What follows belongs to an exercise in optimizing a design on an open flow for small area, a short achievable clock period and few clock cycles; a production flow would make more cautious choices.
No functional check of the RTL was part of any run shown here.
Power and IR drop assume default switching activity.

$ cat flow/run.sh
#!/bin/bash
set -euo pipefail
export BUFFER_PORTS_ARGS="-buffer_cell sky130_fd_sc_hd__buf_1"
export SETUP_SLACK_MARGIN=5.3
bash standard.sh > standard.log 2>&1
$ cat standard.sh
#!/bin/bash
# synth_recipe.tcl (not shown) runs the flow's synth.tcl, then flattens the netlist and writes it again
# the make line also repeats each setting of config.mk as NAME=value (left out here)
make -C /OpenROAD-flow-scripts/flow DESIGN_CONFIG=/design/flow/config.mk WORK_HOME=/design/flow/orfs CLKGATE_MAP_FILE= SYNTH_SCRIPT=/design/flow/synth_recipe.tcl "${@:-finish}"
$ cat config.mk
export PLATFORM = sky130hd
export DESIGN_NAME = mbf_framer32
export DESIGN_NICKNAME = mbf_framer32
export VERILOG_FILES = /design/flow/design.v
export SDC_FILE = /design/flow/constraint.sdc
export NUM_CORES = 4
export LEC_CHECK = 0
export ABC_AREA = 1
export CAP_MARGIN = 20
export CORE_MARGIN = 2
export CORE_UTILIZATION = 40
export CTS_CLUSTER_DIAMETER = 120
export CTS_CLUSTER_SIZE = 24
export SLEW_MARGIN = 20
$ cat constraint.sdc
create_clock -name core_clock -period 8.0 [get_ports {clk}]
set_input_delay 1.6000 -clock core_clock [delete_from_list [all_inputs] [get_ports {clk}]]
set_output_delay 1.6000 -clock core_clock [all_outputs]
set_load 0.01 [all_outputs]
$ cat design.v
module mbf_wtx (
    input  wire        clk,
    input  wire        rst,
    input  wire        tx_start,
    input  wire [15:0] tx_cmd,
    input  wire [15:0] tx_len,
    input  wire        tx_flip,
    input  wire        tx_ack,
    output wire        tx_busy,
    output reg         tx_done,
    output reg         tx_oversize,
    input  wire        tx_in_valid,
    input  wire [31:0] tx_in_data,
    output wire        tx_in_ready,
    output reg         pkt_valid,
    output reg  [31:0] pkt_data,
    output reg         pkt_last,
    input  wire        pkt_ready
);
    reg        h_valid;    
    reg        h_free;     
    reg [15:0] h_cmd;
    reg [9:0]  h_len;
    reg        h_ovs;
    reg        h_flip;
    reg        h_ack;
    reg [3:0]  d_st;       
    reg        d_ge;
    reg [9:0]  d_rem;
    reg [3:0]  d_q;
    assign tx_busy = h_valid;
    reg        c_act;      
    reg        c_fin;      
    reg        c_flip;
    reg        c_ack;
    reg [3:0]  c_lidx;     
    reg [5:0]  c_lplen;    
    reg [3:0]  pidx;
    reg [3:0]  wpos;
    reg [15:0] carry;
    reg        sk_e;       
    reg        sk_f;       
    reg        pv_n;       
    reg [31:0] sk_d;
    assign tx_in_ready = sk_e;
    wire       in_fire = tx_in_valid & ~sk_f;
    wire [31:0] s_word = sk_f ? sk_d : tx_in_data;
    wire       s_avail = sk_f | tx_in_valid;
    wire       w0    = (wpos == 4'd0);
    wire       even  = ~pidx[0];
    reg        lastp;      
    reg  [3:0] mb;         
    reg        need_s;     
    function automatic [4:0] pos_flags(input p_odd, input [3:0] w, input [3:0] wm1,
                                       input lp, input [5:0] lplen);
        reg       w_lt, w_eq, w_eq1;
        reg [3:0] m;
        begin
            w_lt  = (w < lplen[5:2]);
            w_eq  = (w == lplen[5:2]);
            w_eq1 = (wm1 == lplen[5:2]) & (w != 4'd0);
            m[0] = ~lp | w_lt | w_eq | (w_eq1 & (lplen[1:0] == 2'd3));
            m[1] = ~lp | w_lt | w_eq;
            m[2] = ~lp | w_lt | (w_eq & (lplen[1:0] != 2'd0));
            m[3] = ~lp | w_lt | (w_eq & lplen[1]);
            pos_flags = {p_odd ? ((w != 4'd0) & m[0]) : m[2], m};
        end
    endfunction
    wire [3:0] wpos_n  = wpos + 4'd1;
    wire [3:0] pidx_n  = pidx + 4'd1;
    wire       lastp_n = (wpos == 4'd15) ? (pidx_n == c_lidx) : lastp;
    wire [5:0] d_lplen = d_rem[5:0] + 6'd1;
    wire [4:0] fl_step = pos_flags((wpos == 4'd15) ? pidx_n[0] : pidx[0], wpos_n, wpos, lastp_n, c_lplen);
    wire [4:0] fl_go   = pos_flags(1'b0, 4'd1, 4'd0, (d_q == 4'd0), d_lplen);
    wire       out_free = pv_n | pkt_ready;
    wire       step     = c_act & out_free & (~need_s | s_avail);
    wire       consume  = step & need_s;
    wire [15:0] hdr = {pidx, c_lidx, c_flip, c_ack, lastp ? c_lplen : 6'd62};
    reg  [31:0] word;
    always @(*) begin
        case ({w0, even})
            2'b11:   word = {s_word[15:0], hdr};
            2'b10:   word = {carry, hdr};
            2'b01:   word = {s_word[15:0], carry};
            default: word = s_word;
        endcase
    end
    wire [31:0] word_m = word & {{8{mb[3]}}, {8{mb[2]}}, {8{mb[1]}}, {8{mb[0]}}};
    wire       d_done = d_st[3] & d_st[1];
    wire       go     = ~h_free & d_done & ~c_act & pv_n;
    wire       go_pkt = go & ~h_ovs;
    wire [5:0] plen0  = (d_q == 4'd0) ? d_lplen : 6'd62;
    reg [10:0] d_sub;
    always @(*) begin
        case (d_st[3:1])
            3'd0:    d_sub = 11'h7FD;      
            3'd1:    d_sub = 11'd496;
            3'd2:    d_sub = 11'd248;
            3'd3:    d_sub = 11'd124;
            default: d_sub = 11'd62;
        endcase
    end
    wire        d_st0 = (d_st[3:1] == 3'd0);
    wire [10:0] d_dif = {1'b0, d_st0 ? h_len : d_rem} - d_sub;
    always @(posedge clk) begin
        if (h_free) begin
            h_cmd  <= tx_cmd;
            h_len  <= tx_len[9:0];
            h_ovs  <= (tx_len[15:10] != 6'd0) || (tx_len[9:5] == 5'd31) ||
                      ((tx_len[9:5] == 5'd30) && (tx_len[4:2] == 3'd7) && (tx_len[1:0] != 2'd0));
            h_flip <= tx_flip;
            h_ack  <= tx_ack;
        end
        if (rst) begin
            h_valid <= 1'b0;
            h_free  <= 1'b1;
        end else if (h_free) begin
            if (tx_start) begin
                h_valid <= 1'b1;
                h_free  <= 1'b0;
            end
        end else if (go) begin
            h_valid <= 1'b0;
            h_free  <= 1'b1;
        end
        if (h_free) begin
            d_st <= 4'd0;
        end else if (!d_done) begin
            d_st <= d_st + 4'd1;
            if (!d_st[0]) begin
                d_ge <= d_st0 | ~d_dif[10];
            end else begin
                if (d_ge)
                    d_rem <= d_dif[9:0];
                d_q <= {d_q[2:0], d_ge};
            end
        end
        if (!sk_f)
            sk_d <= tx_in_data;
        if (rst) begin
            sk_e <= 1'b1;
            sk_f <= 1'b0;
        end else begin
            sk_e <= sk_f ? consume : ~(in_fire & ~consume);
            sk_f <= sk_f ? ~consume : (in_fire & ~consume);
        end
        if (rst) begin
            c_act     <= 1'b0;
            c_fin     <= 1'b0;
            pkt_valid   <= 1'b0;
            pv_n        <= 1'b1;
            tx_done     <= 1'b0;
            tx_oversize <= 1'b0;
        end else begin
            tx_done     <= (c_fin & ~pv_n & pkt_ready) | (go & h_ovs);
            tx_oversize <= go & h_ovs;
            if (c_fin & ~pv_n & pkt_ready)
                c_fin <= 1'b0;
            if (go_pkt) begin
                c_act     <= 1'b1;
                c_flip    <= h_flip;
                c_ack     <= h_ack;
                c_lidx    <= d_q;
                c_lplen   <= d_lplen;
                lastp     <= (d_q == 4'd0);
                {need_s, mb} <= fl_go;
                pidx      <= 4'd0;
                wpos      <= 4'd1;
                carry     <= {6'd0, h_len};
                pkt_valid <= 1'b1;
                pv_n      <= 1'b0;
                pkt_data  <= {h_cmd, 4'd0, d_q, h_flip, h_ack, plen0};
                pkt_last  <= 1'b0;
            end else if (step) begin
                pkt_valid <= 1'b1;
                pv_n      <= 1'b0;
                pkt_data  <= word_m;
                pkt_last  <= (wpos == 4'd15);
                wpos      <= wpos_n;
                lastp     <= lastp_n;
                {need_s, mb} <= fl_step;
                if (even && need_s)
                    carry <= s_word[31:16];
                if (wpos == 4'd15) begin
                    pidx  <= pidx_n;
                    if (lastp) begin
                        c_act <= 1'b0;
                        c_fin <= 1'b1;
                    end
                end
            end else if (pkt_ready) begin
                pkt_valid <= 1'b0;
                pv_n      <= 1'b1;
            end
        end
    end
endmodule
module mbf_wrx (
    input  wire        clk,
    input  wire        rst,
    input  wire        rx_strict,
    input  wire        rx_valid,
    input  wire [31:0] rx_data,
    input  wire        rx_last,
    input  wire [2:0]  rx_cnt,
    output reg         rd_valid,
    output reg  [31:0] rd_data,
    output reg  [2:0]  rd_cnt,
    output reg         res_valid,
    output reg  [1:0]  res_kind,
    output reg  [3:0]  res_err,
    output wire [15:0] res_cmd,
    output wire [15:0] res_len
);
    localparam [15:0] CMD_DBG_MESSAGE = 16'hF001;
    localparam [15:0] CMD_ID_RETRY    = 16'hF002;
    localparam [1:0] KIND_MESSAGE = 2'd0;
    localparam [1:0] KIND_RETRY   = 2'd1;
    localparam [1:0] KIND_DEBUG   = 2'd2;
    localparam [1:0] KIND_FAIL    = 2'd3;
    localparam [3:0] ERR_NONE         = 4'h0;
    localparam [3:0] ERR_LEN_MISMATCH = 4'h2;
    localparam [3:0] ERR_BAD_PACKET   = 4'h3;
    localparam [3:0] ERR_INCONSISTENT = 4'h4;
    localparam [3:0] ERR_TOO_LONG     = 4'h5;
    reg        first;        
    reg [4:0]  k;            
    reg [4:0]  nidx;         
    reg [3:0]  tot0;
    reg [10:0] need;         
    reg        len_big;      
    reg        lenok1;       
    reg        p0ge4;        
    reg [15:0] cmd_q;
    reg [9:0]  len_q;        
    reg        cmd_dbg;      
    reg        cmd_rty;      
    reg        w0;           
    reg        w1;           
    reg [6:0]  t_q;          
    reg [5:0]  plen_q;
    reg [3:0]  idx_q;
    reg [3:0]  tot_q;
    assign res_cmd = cmd_q;
    assign res_len = {6'd0, len_q};
    wire [2:0]  nb     = rx_cnt;
    wire [3:0]  idx_c  = w0 ? rx_data[15:12] : idx_q;
    wire [3:0]  tot_c  = w0 ? rx_data[11:8]  : tot_q;
    reg  [2:0]  tk_cnt;
    reg         tk_hi;       
    always @(*) begin
        tk_hi = 1'b0;
        if (w0) begin
            tk_hi  = 1'b1;
            tk_cnt = first ? 3'd0 :
                     (rx_data[5:1] != 5'd0) ? 3'd2 : {2'b00, rx_data[0]};
        end else if (w1 && first) begin
            tk_hi  = 1'b1;
            tk_cnt = (plen_q[5:3] != 3'd0 || plen_q[2:1] == 2'b11) ? 3'd2 :
                     (plen_q == 6'd5) ? 3'd1 : 3'd0;
        end else begin
            tk_cnt = t_q[6] ? 3'd0 : (t_q[5:0] > 6'd4) ? 3'd4 : t_q[2:0];
        end
    end
    reg         plen_ge;
    always @(*) begin
        case (nb)
            3'd2:    plen_ge = (rx_data[5:0] != 6'd0);
            3'd3:    plen_ge = (rx_data[5:1] != 5'd0);
            3'd4:    plen_ge = (rx_data[5:2] != 4'd0) || (rx_data[1:0] == 2'd3);
            3'd5:    plen_ge = (rx_data[5:2] != 4'd0);
            3'd6:    plen_ge = (rx_data[5:3] != 3'd0) || (rx_data[2] && rx_data[1:0] != 2'd0);
            3'd7:    plen_ge = (rx_data[5:3] != 3'd0) || (rx_data[2] && rx_data[1]);
            default: plen_ge = 1'b1;
        endcase
    end
    wire        short_w0 = first || plen_ge;
    wire        short_wn = (!t_q[6] && ((t_q[5:0] > 6'd4) || (nb < t_q[2:0]))) ||
                           (first && w1 && nb < 3'd2);
    wire        bad_pkt  = w0 ? short_w0 : ((plen_q == 6'd63) || short_wn);
    wire [5:0]  plen_s   = w0 ? {4'd0, rx_data[1:0]} : plen_q;
    wire        too_long = !first && (k == 5'd16);
    wire        inconsist = rx_strict &&
                            (first ? (idx_c != 4'd0)
                                   : (({1'b0, idx_c} != nidx) || (tot_c != tot0)));
    wire        complete = (idx_c == tot_c);
    wire [5:0]  len_m4   = plen_q - 6'd4;
    wire        lenok_in = (rx_data[15:0] == {10'd0, len_m4}) && (plen_q[5:2] != 4'd0);
    wire        len_ok   = first ? (w1 ? lenok_in : lenok1)
                                 : ((need == {5'd0, plen_s}) && !len_big && p0ge4);
    wire [10:0] need_k   = 11'd4 - {5'd0, plen_q};
    wire [10:0] need_1   = {1'b0, rx_data[9:0]} + need_k;
    reg  [10:0] need_nx;
    always @(*) begin
        if (!w0)
            need_nx = need - {5'd0, plen_q};
        else case (rx_data[1:0])
            2'd0:    need_nx = need;
            2'd1:    need_nx = need - 11'd1;
            default: need_nx = need - 11'd2;
        endcase
    end
    wire        ev       = rx_valid && rx_last;
    wire        fail     = bad_pkt || too_long || inconsist;
    wire        ended    = fail || complete;
    always @(posedge clk) begin
        rd_data  <= {rx_data[31:16], tk_hi ? rx_data[31:16] : rx_data[15:0]};
        rd_cnt   <= tk_cnt;
        res_kind <= fail || !len_ok      ? KIND_FAIL :
                    cmd_dbg ? KIND_DEBUG :
                    cmd_rty ? KIND_RETRY : KIND_MESSAGE;
        res_err  <= bad_pkt   ? ERR_BAD_PACKET :
                    too_long  ? ERR_TOO_LONG :
                    inconsist ? ERR_INCONSISTENT :
                    !len_ok   ? ERR_LEN_MISMATCH : ERR_NONE;
        if (rst) begin
            first     <= 1'b1;
            w0        <= 1'b1;
            w1        <= 1'b0;
            rd_valid  <= 1'b0;
            res_valid <= 1'b0;
        end else begin
            rd_valid  <= rx_valid && (tk_cnt != 3'd0);
            res_valid <= ev && ended;
            if (rx_valid) begin
                if (w0) begin
                    plen_q <= rx_data[5:0];
                    idx_q  <= rx_data[15:12];
                    tot_q  <= rx_data[11:8];
                    if (first) begin
                        cmd_q   <= rx_data[31:16];
                        cmd_dbg <= (rx_data[31:16] == CMD_DBG_MESSAGE);
                        cmd_rty <= (rx_data[31:16] == CMD_ID_RETRY);
                    end
                end
                if (first && w1) begin
                    len_q   <= rx_data[9:0];
                    len_big <= (rx_data[15:10] != 6'd0);
                    lenok1  <= lenok_in;
                    need    <= need_1;
                end
                if (rx_last) begin
                    w0    <= 1'b1;
                    w1    <= 1'b0;
                    first <= ended;
                    k     <= first ? 5'd1 : k + 5'd1;
                    if (!first) need <= need_nx;
                    nidx  <= {1'b0, idx_c} + 5'd1;
                    if (first) begin
                        tot0  <= tot_c;
                        p0ge4 <= (plen_q[5:2] != 4'd0);
                    end
                end else begin
                    w0 <= 1'b0;
                    w1 <= w0;
                    if (w0)
                        t_q <= {1'b0, rx_data[5:0]} - 7'd2;
                    else if (!t_q[6])
                        t_q <= t_q - 7'd4;
                end
            end
        end
    end
endmodule
module mbf_framer32 (
    input  wire        clk,
    input  wire        rst,
    input  wire        tx_start,
    input  wire [15:0] tx_cmd,
    input  wire [15:0] tx_len,
    input  wire        tx_flip,
    input  wire        tx_ack,
    output wire        tx_busy,
    output wire        tx_done,
    output wire        tx_oversize,
    input  wire        tx_in_valid,
    input  wire [31:0] tx_in_data,
    output wire        tx_in_ready,
    output wire        pkt_valid,
    output wire [31:0] pkt_data,
    output wire        pkt_last,
    input  wire        pkt_ready,
    input  wire        rx_strict,
    input  wire        rx_valid,
    input  wire [31:0] rx_data,
    input  wire        rx_last,
    input  wire [2:0]  rx_cnt,
    output wire        rd_valid,
    output wire [31:0] rd_data,
    output wire [2:0]  rd_cnt,
    output wire        res_valid,
    output wire [1:0]  res_kind,
    output wire [3:0]  res_err,
    output wire [15:0] res_cmd,
    output wire [15:0] res_len
);
    mbf_wtx u_tx (
        .clk(clk), .rst(rst),
        .tx_start(tx_start), .tx_cmd(tx_cmd), .tx_len(tx_len),
        .tx_flip(tx_flip), .tx_ack(tx_ack),
        .tx_busy(tx_busy), .tx_done(tx_done), .tx_oversize(tx_oversize),
        .tx_in_valid(tx_in_valid), .tx_in_data(tx_in_data), .tx_in_ready(tx_in_ready),
        .pkt_valid(pkt_valid), .pkt_data(pkt_data), .pkt_last(pkt_last),
        .pkt_ready(pkt_ready)
    );
    mbf_wrx u_rx (
        .clk(clk), .rst(rst),
        .rx_strict(rx_strict), .rx_valid(rx_valid), .rx_data(rx_data),
        .rx_last(rx_last), .rx_cnt(rx_cnt),
        .rd_valid(rd_valid), .rd_data(rd_data), .rd_cnt(rd_cnt),
        .res_valid(res_valid), .res_kind(res_kind), .res_err(res_err),
        .res_cmd(res_cmd), .res_len(res_len)
    );
endmodule
==> results of run 1 <==
-- routing by layer --
layer  routed length, µm  vias to the layer above
met5                  42                        -
met3                2610                       76
met2               18500                      388
met1               17300                     5284
li1                    -                     5483
met4                1210                        6
-- report_power, final --
group	switching, mW	total [mW]	leakage (nW)	internal, mW
Clock	0.478	0.836	0.202	0.358
Combinational	0.267	0.410	3.82	0.143
Sequential	0.0279	1.68	2.58	1.65
Total	0.772	2.93	6.59	2.16
-- cell families after synthesis --
kind of cell               Yosys count  synth area share [%]
DFF                                287                  55.6
other                                1                0.0270
xor gates and xnor gates            49                  3.09
muxes                                4                 0.325
adders and majority gates           57                  5.30
and+or+nand+nor                    625                  18.8
AOI/OAI and AO/OA                  241                  10.1
buffers and inverters              234                  6.80
-- Yosys cell counts (4+ instances only) --
| library cell | count |
|---|---|
| ha_1 | 54 |
| edfxtp_1 | 196 |
| nand2_1 | 372 |
| xnor2_1 | 18 |
| a221oi_1 | 9 |
| nor4_1 | 6 |
| o21ai_1 | 14 |
| nor3_1 | 19 |
| nand3_1 | 78 |
| nand4_1 | 14 |
| mux2_2 | 4 |
| inv_1 | 180 |
| dfxtp_1 | 91 |
| o21ai_0 | 94 |
| or2_2 | 12 |
| a31oi_1 | 8 |
| o211ai_1 | 5 |
| o22ai_1 | 9 |
| inv_2 | 5 |
| o221ai_1 | 10 |
| clkbuf_1 | 20 |
| nor2_1 | 110 |
| xor2_1 | 31 |
| buf_4 | 7 |
| buf_2 | 18 |
| a21oi_1 | 64 |
-- placed cells by master, fill, tap and decap left out, drive strengths merged, types with 6 or more instances in the layout --
cell type    n
a31oi        8
nor4         6
or2         12
nand4       15
clkbuf      36
edfxtp     196
inv        182
nor3        19
ha          54
nand3       78
a21oi       64
clkinvlp     7
o221ai      10
buf        242
xor2        31
xnor2       18
o21ai      111
a221oi       9
dfxtp       91
nand2      375
nor2       115
conb         7
o22ai        9
-- final cells by class --
type | instances | area [µm²]
Clock buffer | 23 | 407
Tap cell | 455 | 569
Timing Repair inverter | 3 | 22.5
Multi-Input combinational cell | 984 | 5620
Timing Repair Buffer | 255 | 1210
Inverter | 186 | 741
Clock inverter | 1 | 8.76
Fill cell | 3321 | 18100
Sequential cell | 287 | 7710
-- worst max-delay path, delay by kind of cell --
family / cells / cell delay [ns]
adder cells (fa/ha/maj): 2 / 0.56
AO/OA/AOI/OAI: 4 / 0.39
XOR/XNOR: 1 / 0.15
AND/OR/NAND/NOR: 2 / 0.14
buffers and inverters: 1 / 0.11
-- metrics by stage --
step                hold slack [ns]  setup slack (ns)  power (mW)  cell area [µm²]  utilization [%]
floorplan                     0.418              4.88        1.97            14200                -
global placement              0.432              4.30        2.09            15300             44.6
detailed placement            0.438              4.21        2.10            15300             44.6
CTS                           0.459              5.12        2.93            16000             46.7
global route                  0.473              5.23        3.05            16300             47.4
finish                        0.462              5.30        2.93            16300             47.4
-- timing repair --
action,4_1_cts,5_1_grt
pin swaps,5,12
endpoints found under the setup margin,197,53
gates cloned,3,1
gates resized for setup,32,48
buffers inserted,18,16
-- final timing paths --
path / start / to / slack (ns) / depth (start not counted)
max: rx_data[0] / u_rx.need[6] / 5.30 / 10
min: u_tx.d_ge / u_tx.d_q[0] / 0.46 / 0
max reg2reg: u_rx.plen_q[0] / u_rx.need[9] / 5.39 / 13
min reg2reg: u_tx.d_ge / u_tx.d_q[0] / 0.46 / 0
-- registers in the layout (all words and copies together), names as in the netlist, 5 cells and up, named ones only --
register / flops
u_rx.nidx: 5
u_tx.c_lplen: 6
u_rx.k: 5
u_tx.sk_d: 32
u_tx.carry: 16
u_rx.plen_q: 6
u_tx.h_len: 10
u_rx.need: 11
u_rx.t_q: 7
u_rx.cmd_q: 16
u_tx.h_cmd: 16
u_rx.rd_data: 32
u_rx.len_q: 10
u_tx.pkt_data: 32
u_tx.d_rem: 9
==> summary.txt, run 1 <==
- Outcome: complete, no violations
- Die area: 36200 µm²
- Crit end category: register
- Max-cap violations: 0
- Clock skew: 0.0254 ns
- Crit start category: primary input
- Worst EP required: 8.28 ns
- Fin. max-slew vios: 0
- Fin crit share: 33.7%
- Core area: 34400 µm²
- Mean Syn Cell Area: 9.26 µm²
- Detailed Route WL: 39600 µm
- Ys async rst share: 0%
- RSZ-0062 raised after global routing: yes
- Ys flop type: edfxtp_1
- Largest net degree at the start of global routing: 47
- Vias: 11237
- Via density: 5.12
- Cell with the largest stage delay on the worst path: fa_2
- GR met3 Demand/Resource: 3.11%
- CTS tree: yes
- Leak: 6.59 nW
- Synth-to-layout area growth: 17.4%
- Power per cell area: 180 nW/µm²
- Net count, final: 1898
- Iter 0 DRT Violations: 913
- GRT Overall Usage: 21.2%
- Placed insts: 2132
- Cell Chain, Critical Path: buf_12 -> ha_4 -> fa_2 -> nand2_2 -> nand2_2 -> o21ai_4 -> o21ai_2 -> xor2_1 -> a22oi_1 -> o21ai_1
- Yosys reg bits: 287
- CTS sink cnt: 287
- Synth area leader: edfxtp_1
- Post-DRT Antenna Nets: 0
- Synth Cell Area: 13900 µm²
- Global route hottest layer: met2
- First-pass GRT wire length: 59700 µm
- Pin slew with the least headroom to its limit: 0.859 ns
- Ant diodes: 0
- Clock H-tree levels: 1
- # DRC: 0
- Post-synthesis cell count: 1498
- Share of layout cells above drive strength 1: 10.5%
- Port Buffers: 214
- Clock period minus worst slack: 2.70 ns
- VDD IR max: 0.163 mV
- Slowest Stage Delay on Critical Path: 0.40 ns
- Total CTS buffers: 15
- Gp weighted congestion: 0.918
- Most area-consuming cells after synthesis: edfxtp_1 (42%), dfxtp_1 (13%), nand2_1 (10%)
- Clock-pin transition on the worst setup and hold timing paths: 0.11 ns
- Non-filler cells, final: 2194
- GRT met1 Usage: 28.6%
- Drt first pass iters: 5
- I/O pin count: 222
- Vias in the first global route: 10697
- Crit-path most repeated cell: nand2_2
- CTS root buffer: clkbuf_16
- CP Class: in2reg
- Die W: 190 µm
- Sequential area share after synthesis: 55.6%
- Yosys warnings: 2
- Longest Clk Path Bufs: 3
- Synth top area share: 42.4%
- CP Max Fanout: 5
- Highest clock rate: 370 MHz
- Synth cell types: 53
- Final Hold Viols: 0
- Setup TNS: 0 ns
- Initial antenna violation count: 3
- # hold bufs at CTS: 0
- Slew headroom: 42.6%
- Rows: 68
- Hold Crit Class: reg2reg
- Die height: 190 µm
- Met2 usage: 35.7%
- DP HPWL: 28900 µm
- Initial core utilization: 40.4%
- EDFF count, synth: 196
- Endpoints failing setup: 0
- Worst skew pair latency: 0.51 ns
- Critical Path AT: 2.97 ns
- Total gr overflow: 0
- Avg WL per Cell: 18.1 µm
==> run 2, diff against run 1 <==
--- a/design.v
+++ b/design.v
@@ -24,8 +24,7 @@
     reg        h_ovs;
     reg        h_flip;
     reg        h_ack;
-    reg [3:0]  d_st;       
-    reg        d_ge;
+    reg [2:0]  d_st;       
     reg [9:0]  d_rem;
     reg [3:0]  d_q;
     assign tx_busy = h_valid;
@@ -86,13 +85,13 @@
         endcase
     end
     wire [31:0] word_m = word & {{8{mb[3]}}, {8{mb[2]}}, {8{mb[1]}}, {8{mb[0]}}};
-    wire       d_done = d_st[3] & d_st[1];
+    wire       d_done = d_st[2] & d_st[0];
     wire       go     = ~h_free & d_done & ~c_act & pv_n;
     wire       go_pkt = go & ~h_ovs;
     wire [5:0] plen0  = (d_q == 4'd0) ? d_lplen : 6'd62;
     reg [10:0] d_sub;
     always @(*) begin
-        case (d_st[3:1])
+        case (d_st)
             3'd0:    d_sub = 11'h7FD;      
             3'd1:    d_sub = 11'd496;
             3'd2:    d_sub = 11'd248;
@@ -100,17 +99,10 @@
             default: d_sub = 11'd62;
         endcase
     end
-    wire        d_st0 = (d_st[3:1] == 3'd0);
-    wire [10:0] d_dif = {1'b0, d_st0 ? h_len : d_rem} - d_sub;
+    wire [10:0] d_dif = {1'b0, (d_st == 3'd0) ? h_len : d_rem} - d_sub;
+    wire        d_ge  = (d_st == 3'd0) | ~d_dif[10];
+    wire [9:0]  d_nx  = d_ge ? d_dif[9:0] : d_rem;
     always @(posedge clk) begin
-        if (h_free) begin
-            h_cmd  <= tx_cmd;
-            h_len  <= tx_len[9:0];
-            h_ovs  <= (tx_len[15:10] != 6'd0) || (tx_len[9:5] == 5'd31) ||
-                      ((tx_len[9:5] == 5'd30) && (tx_len[4:2] == 3'd7) && (tx_len[1:0] != 2'd0));
-            h_flip <= tx_flip;
-            h_ack  <= tx_ack;
-        end
         if (rst) begin
             h_valid <= 1'b0;
             h_free  <= 1'b1;
@@ -118,24 +110,25 @@
             if (tx_start) begin
                 h_valid <= 1'b1;
                 h_free  <= 1'b0;
+                h_cmd   <= tx_cmd;
+                h_len   <= tx_len[9:0];
+                h_ovs   <= (tx_len[15:10] != 6'd0) || (tx_len[9:5] == 5'd31) ||
+                           ((tx_len[9:5] == 5'd30) && (tx_len[4:2] == 3'd7) && (tx_len[1:0] != 2'd0));
+                h_flip  <= tx_flip;
+                h_ack   <= tx_ack;
             end
         end else if (go) begin
             h_valid <= 1'b0;
             h_free  <= 1'b1;
         end
         if (h_free) begin
-            d_st <= 4'd0;
+            d_st <= 3'd0;
         end else if (!d_done) begin
-            d_st <= d_st + 4'd1;
-            if (!d_st[0]) begin
-                d_ge <= d_st0 | ~d_dif[10];
-            end else begin
-                if (d_ge)
-                    d_rem <= d_dif[9:0];
-                d_q <= {d_q[2:0], d_ge};
-            end
+            d_st  <= d_st + 3'd1;
+            d_rem <= d_nx;
+            d_q   <= {d_q[2:0], d_ge};
         end
-        if (!sk_f)
+        if (in_fire)
             sk_d <= tx_in_data;
         if (rst) begin
             sk_e <= 1'b1;
@@ -227,25 +220,27 @@
     reg [4:0]  k;            
     reg [4:0]  nidx;         
     reg [3:0]  tot0;
-    reg [10:0] need;         
+    reg [9:0]  sum;          
+    reg [9:0]  nlen;         
     reg        len_big;      
     reg        lenok1;       
     reg        p0ge4;        
     reg [15:0] cmd_q;
-    reg [9:0]  len_q;        
+    reg [15:0] len_q;
     reg        cmd_dbg;      
     reg        cmd_rty;      
-    reg        w0;           
-    reg        w1;           
-    reg [6:0]  t_q;          
+    reg [4:0]  wpos;         
     reg [5:0]  plen_q;
     reg [3:0]  idx_q;
     reg [3:0]  tot_q;
     assign res_cmd = cmd_q;
-    assign res_len = {6'd0, len_q};
+    assign res_len = len_q;
+    wire        w0     = (wpos == 5'd0);
+    wire        w1     = (wpos == 5'd1);
     wire [2:0]  nb     = rx_cnt;
     wire [3:0]  idx_c  = w0 ? rx_data[15:12] : idx_q;
     wire [3:0]  tot_c  = w0 ? rx_data[11:8]  : tot_q;
+    wire [7:0]  t_q = {2'b00, plen_q} + 8'd2 - {1'b0, wpos, 2'b00};
     reg  [2:0]  tk_cnt;
     reg         tk_hi;       
     always @(*) begin
@@ -259,7 +254,7 @@
             tk_cnt = (plen_q[5:3] != 3'd0 || plen_q[2:1] == 2'b11) ? 3'd2 :
                      (plen_q == 6'd5) ? 3'd1 : 3'd0;
         end else begin
-            tk_cnt = t_q[6] ? 3'd0 : (t_q[5:0] > 6'd4) ? 3'd4 : t_q[2:0];
+            tk_cnt = t_q[7] ? 3'd0 : (t_q[6:0] > 7'd4) ? 3'd4 : t_q[2:0];
         end
     end
     reg         plen_ge;
@@ -275,7 +270,7 @@
         endcase
     end
     wire        short_w0 = first || plen_ge;
-    wire        short_wn = (!t_q[6] && ((t_q[5:0] > 6'd4) || (nb < t_q[2:0]))) ||
+    wire        short_wn = (!t_q[7] && ((t_q[6:0] > 7'd4) || (nb < t_q[2:0]))) ||
                            (first && w1 && nb < 3'd2);
     wire        bad_pkt  = w0 ? short_w0 : ((plen_q == 6'd63) || short_wn);
     wire [5:0]  plen_s   = w0 ? {4'd0, rx_data[1:0]} : plen_q;
@@ -286,18 +281,18 @@
     wire        complete = (idx_c == tot_c);
     wire [5:0]  len_m4   = plen_q - 6'd4;
     wire        lenok_in = (rx_data[15:0] == {10'd0, len_m4}) && (plen_q[5:2] != 4'd0);
+    wire [10:0] rest     = {1'b0, ~nlen} + 11'd4 - {1'b0, sum};
     wire        len_ok   = first ? (w1 ? lenok_in : lenok1)
-                                 : ((need == {5'd0, plen_s}) && !len_big && p0ge4);
-    wire [10:0] need_k   = 11'd4 - {5'd0, plen_q};
-    wire [10:0] need_1   = {1'b0, rx_data[9:0]} + need_k;
-    reg  [10:0] need_nx;
+                                 : ((rest == {5'd0, plen_s}) && !len_big && p0ge4);
+    wire [9:0]  sum_p    = (first ? 10'd0 : sum) + {4'd0, plen_q};
+    reg  [9:0]  sum_nx;
     always @(*) begin
         if (!w0)
-            need_nx = need - {5'd0, plen_q};
+            sum_nx = sum_p;
         else case (rx_data[1:0])
-            2'd0:    need_nx = need;
-            2'd1:    need_nx = need - 11'd1;
-            default: need_nx = need - 11'd2;
+            2'd0:    sum_nx = sum;
+            2'd1:    sum_nx = sum + 10'd1;
+            default: sum_nx = sum + 10'd2;
         endcase
     end
     wire        ev       = rx_valid && rx_last;
@@ -315,8 +310,7 @@
                     !len_ok   ? ERR_LEN_MISMATCH : ERR_NONE;
         if (rst) begin
             first     <= 1'b1;
-            w0        <= 1'b1;
-            w1        <= 1'b0;
+            wpos      <= 5'd0;
             rd_valid  <= 1'b0;
             res_valid <= 1'b0;
         end else begin
@@ -334,29 +328,23 @@
                     end
                 end
                 if (first && w1) begin
-                    len_q   <= rx_data[9:0];
+                    len_q   <= rx_data[15:0];
                     len_big <= (rx_data[15:10] != 6'd0);
                     lenok1  <= lenok_in;
-                    need    <= need_1;
+                    nlen    <= ~rx_data[9:0];
                 end
                 if (rx_last) begin
-                    w0    <= 1'b1;
-                    w1    <= 1'b0;
+                    wpos  <= 5'd0;
                     first <= ended;
                     k     <= first ? 5'd1 : k + 5'd1;
-                    if (!first) need <= need_nx;
+                    sum   <= sum_nx;
                     nidx  <= {1'b0, idx_c} + 5'd1;
                     if (first) begin
                         tot0  <= tot_c;
                         p0ge4 <= (plen_q[5:2] != 4'd0);
                     end
-                end else begin
-                    w0 <= 1'b0;
-                    w1 <= w0;
-                    if (w0)
-                        t_q <= {1'b0, rx_data[5:0]} - 7'd2;
-                    else if (!t_q[6])
-                        t_q <= t_q - 7'd4;
+                end else if (!wpos[4]) begin
+                    wpos <= wpos + 5'd1;
                 end
             end
         end
==> run 2 against run 1 <==
Sequential share of layout area increased by 1.5 points. Sequential cell count increased by 9. Core utilization increased by 0.30 points. Critical path depth decreased by 2. Non-clock buffer count increased by 11. Largest cell class unchanged. Highest routed layer unchanged.
==> summary.txt, run 2 <==
- Synth Cell Area: 14400 µm² (was 13900 µm²)
- CP Max Fanout: 5 (unchanged)
- Total gr overflow: 0 (unchanged)
- I/O pin count: 222 (unchanged)
- Worst Setup Slack, final: 5.31 ns (was 5.30 ns)
- Non-filler cells, final: 2221 (was 2194)
- Setup TNS: 0 ns (unchanged)
- Vias in the first global route: 10677 (was 10697)
- Hold depth: 2 (was 0)
- CTS tree: yes (unchanged)
- Core area: 35600 µm² (was 34400 µm²)
- # DRC: 0 (unchanged)
- Die area: 37600 µm² (was 36200 µm²)
- Rows: 69 (was 68)
- Most common cell in the netlist: nand2_1 (unchanged)
- Via density: 5.04 (was 5.12)
- HP Start: u_rx.cmd_dbg (was u_tx.d_ge)
- Avg WL per Cell: 16.8 µm (was 18.1 µm)
- Post-DRT Antenna Nets: 0 (unchanged)
- Iter 0 DRT Violations: 824 (was 913)
- Worst EP required: 8.18 ns (was 8.28 ns)
- Worst R2R Setup Slack: 5.43 ns (was 5.39 ns)
- Yosys reg bits: 296 (was 287)
- Synth-to-layout area growth: 17.6% (was 17.4%)
- Pre-CTS setup slack: 4.12 ns (was 4.21 ns)
- Max-cap violations: 0 (unchanged)
- Vias: 11186 (was 11237)
- CTS sink cnt: 296 (was 287)
- Clock H-tree levels: 1 (unchanged)
- Power per cell area: 182 nW/µm² (was 180 nW/µm²)
- Top Registers: u_rx.rd_data: 32 flops, u_tx.pkt_data: 32 flops, u_tx.sk_d: 32 flops (unchanged)
- Sequential area share after synthesis: 57.4% (was 55.6%)
- Pin slew with the least headroom to its limit: 1.00 ns (was 0.859 ns)
- Yosys warnings: 2 (unchanged)
- Most area-consuming cells after synthesis: edfxtp_1 (49%), nand2_1 (9.5%), dfxtp_1 (8.5%) (was edfxtp_1 (42%), dfxtp_1 (13%), nand2_1 (10%))
- Post-synthesis cell count: 1497 (was 1498)
- Synth area leader: edfxtp_1 (unchanged)
- Synth top area share: 48.9% (was 42.4%)
- Die height: 194 µm (was 190 µm)
- Ys async rst share: 0% (unchanged)
- Design area: 17000 µm² (was 16300 µm²)
- Final Hold Viols: 0 (unchanged)
- FF-to-FF path depth: 16 (was 13)
- Outcome: complete, no violations (unchanged)
- Initial antenna violation count: 1 (was 3)
- EDFF count, synth: 235 (was 196)
- GRT Overall Usage: 19.3% (was 21.2%)
- Hold Crit Class: reg2reg (unchanged)
- Fin crit share: 33.6% (was 33.7%)
- RR Endpoint: u_rx.res_kind[1] (was u_rx.need[9])
- Synth top cells by count: nand2_1 (366), edfxtp_1 (235), inv_1 (209) (was nand2_1 (372), edfxtp_1 (196), inv_1 (180))
- Most common cell after layout, fill and taps aside: nand2_1 (unchanged)
- Slew headroom: 32.4% (was 42.6%)
- Most frequent cells in the layout: nand2_1 (360), edfxtp_1 (235), buf_1 (201) (was nand2_1 (363), edfxtp_1 (196), buf_1 (194))
- Synth cell types: 48 (was 53)
- Reg2Reg Launch Point: u_rx.plen_q[2] (was u_rx.plen_q[0])
- CTS root buffer: clkbuf_16 (unchanged)
- Highest clock rate: 372 MHz (was 370 MHz)
- Largest net degree at the start of global routing: 39 (was 47)
- Initial core utilization: 40.6% (was 40.4%)
- Mean Syn Cell Area: 9.64 µm² (was 9.26 µm²)
- Worst skew pair latency: 0.51 ns (about the same)
- Die W: 194 µm (was 190 µm)
- Net count, final: 1930 (was 1898)
- Leak: 6.92 nW (was 6.59 nW)
- Endpoints failing setup: 0 (unchanged)
- Critical Path AT: 2.87 ns (was 2.97 ns)
- Ys flop type: edfxtp_1 (unchanged)
- Endpoint of the worst hold path: u_rx.res_kind[1] (was u_tx.d_q[0])
- Crit end category: register (unchanged)
- Share of layout cells above drive strength 1: 9.66% (was 10.5%)
- Placed insts: 2146 (was 2132)
- DP HPWL: 26800 µm (was 28900 µm)
- Crit start category: primary input (unchanged)
- Gp weighted congestion: 0.876 (was 0.918)
- Total CTS buffers: 16 (was 15)
- Fin. max-slew vios: 0 (unchanged)
- Port Buffers: 220 (was 214)
- Longest Clk Path Bufs: 3 (unchanged)
- First-pass GRT wire length: 58000 µm (was 59700 µm)
- VDD IR max: 0.140 mV (was 0.163 mV)
- Clock skew: 0.0210 ns (was 0.0254 ns)
- RSZ-0062 raised after global routing: yes (unchanged)
- Clock period minus worst slack: 2.69 ns (was 2.70 ns)
- Clock-pin transition on the worst setup and hold timing paths: 0.09 ns (was 0.11 ns)
- Ant diodes: 0 (unchanged)
- Post-DP Area: 15800 µm² (was 15300 µm²)
- Detailed Route WL: 37300 µm (was 39600 µm)
- Drt first pass iters: 5 (unchanged)
- CP Class: in2reg (unchanged)
==> run 2: cell count changes after synthesis, moves of 10 or more <==
cell,change
dfxtp_1,-30
inv_1,+29
a21oi_1,-10
ha_1,+12
o21ai_1,-12
or2_2,-12
edfxtp_1,+39
==> run 2: worst max-delay path: stages <==
cell,delay (ns)
buf_1,0.15
nor2_4,0.07
inv_2,0.10
nor2_4,0.04
nor3_2,0.31
o21ai_4,0.15
buf_4,0.16
a21oi_2,0.27
==> run 2: per-layer routing <==
metal	vias to the layer above	global-route usage, %	share of wire (%)	routed length [µm]
li1	5548	-	-	-
met4	2	3.48	1.5	563
met3	40	2.26	5.3	1970
met2	298	32.9	49	18200
met5	-	0	0.035	13
met1	5298	26.7	44	16500
==> run 2: repair_timing <==
action / 4_1_cts / 5_1_grt
pin swaps: 8 / 17
setup endpoints to repair: 235 / 98
hold buffers: 0 / 0
resized for setup: 37 / 59
setup buffers: 20 / 21
cloned: 6 / 1
==> run 2: where the power goes <==
| group | total, mW | switching [mW] | internal [mW] |
|---|---|---|---|
| combinational | 0.422 | 0.273 | 0.149 |
| sequential | 1.76 | 0.0280 | 1.73 |
| clock | 0.901 | 0.498 | 0.403 |
==> run 2: worst max path at each step <==
stage	slack, ns	startpoint	cells past startpoint	to
final	5.31	tx_in_valid	8	u_tx.pidx[1]
after global routing	5.17	u_rx.plen_q[2]	16	u_rx.res_kind[1]
after CTS	5.29	u_tx.pkt_data[13]	1	pkt_data[13]
after detailed placement	4.12	tx_in_valid	7	u_tx.pkt_data[29]
after global placement	4.19	tx_in_valid	7	u_tx.pkt_data[29]
after floorplan	4.86	tx_in_valid	6	u_tx.lastp
==> run 2: cell families (layout without fill, tap and decap cells) <==
group	after synthesis	in the layout	synth area share, %
AOI/OAI and AO/OA	215	215	8.58
xor gates and xnor gates	48	48	2.91
DFF	296	296	57.4
and+or+nand+nor	612	615	17.6
other	1	1	0.0260
buffers and inverters	247	507	6.68
muxes	8	8	0.555
adders and majority gates	70	70	6.28
==> run 2: per-stage QoR <==
step,utilization [%],hold slack (ns),total power [mW]
after floorplan,-,0.427,2.05
after global placement,44.4,0.452,2.17
after detailed placement,44.4,0.463,2.18
after CTS,46.7,0.483,3.09
after global routing,47.7,0.500,3.22
final,47.7,0.477,3.08
==> run 2: final cells by class <==
class / count / area [µm²]
Fill cell: 3354 / 18600
Sequential cell: 296 / 8290
Multi-Input combinational cell: 957 / 5490
Timing Repair Buffer: 266 / 1290
Inverter: 211 / 822
Tap cell: 461 / 577
Clock buffer: 25 / 455
Timing Repair inverter: 3 / 22.5
Clock inverter: 2 / 20.0

-- static timing again, ports no longer ideal --
The results above use ideal ports. As a check the final layouts listed here were re-extracted and re-timed, cells and wires unchanged. Step 1 assumes that a clkbuf_16 drives the clock port and a buf_2 every other input. Step 2 moves the port delays by t, midway between the first and last clock arrival at a register: inputs arrive t later, outputs are due t later. That takes back most of the time a late clock gives input paths. a / b / c = ideal ports / drivers / drivers and shift; a / b = the first two.
| run | t (ns) | slack for setup (ns) | hold WS [ns] | worst setup path at the end | latest minus earliest clock arrival (ns) |
|---|---|---|---|---|---|
| run 1 | 0.556 | 5.301 / 5.253 / 4.739 | 0.462 / 0.462 / 0.462 | input to register | 0.030 / 0.029 |
| run 2 | 0.552 | 5.309 / 5.262 / 4.783 | 0.477 / 0.477 / 0.477 | input to register | 0.022 / 0.022 |
After both steps every run listed still meets setup and hold. The setup slack of run 1, which loses most, moves by -0.048 ns with the drivers and by -0.562 ns with both steps.
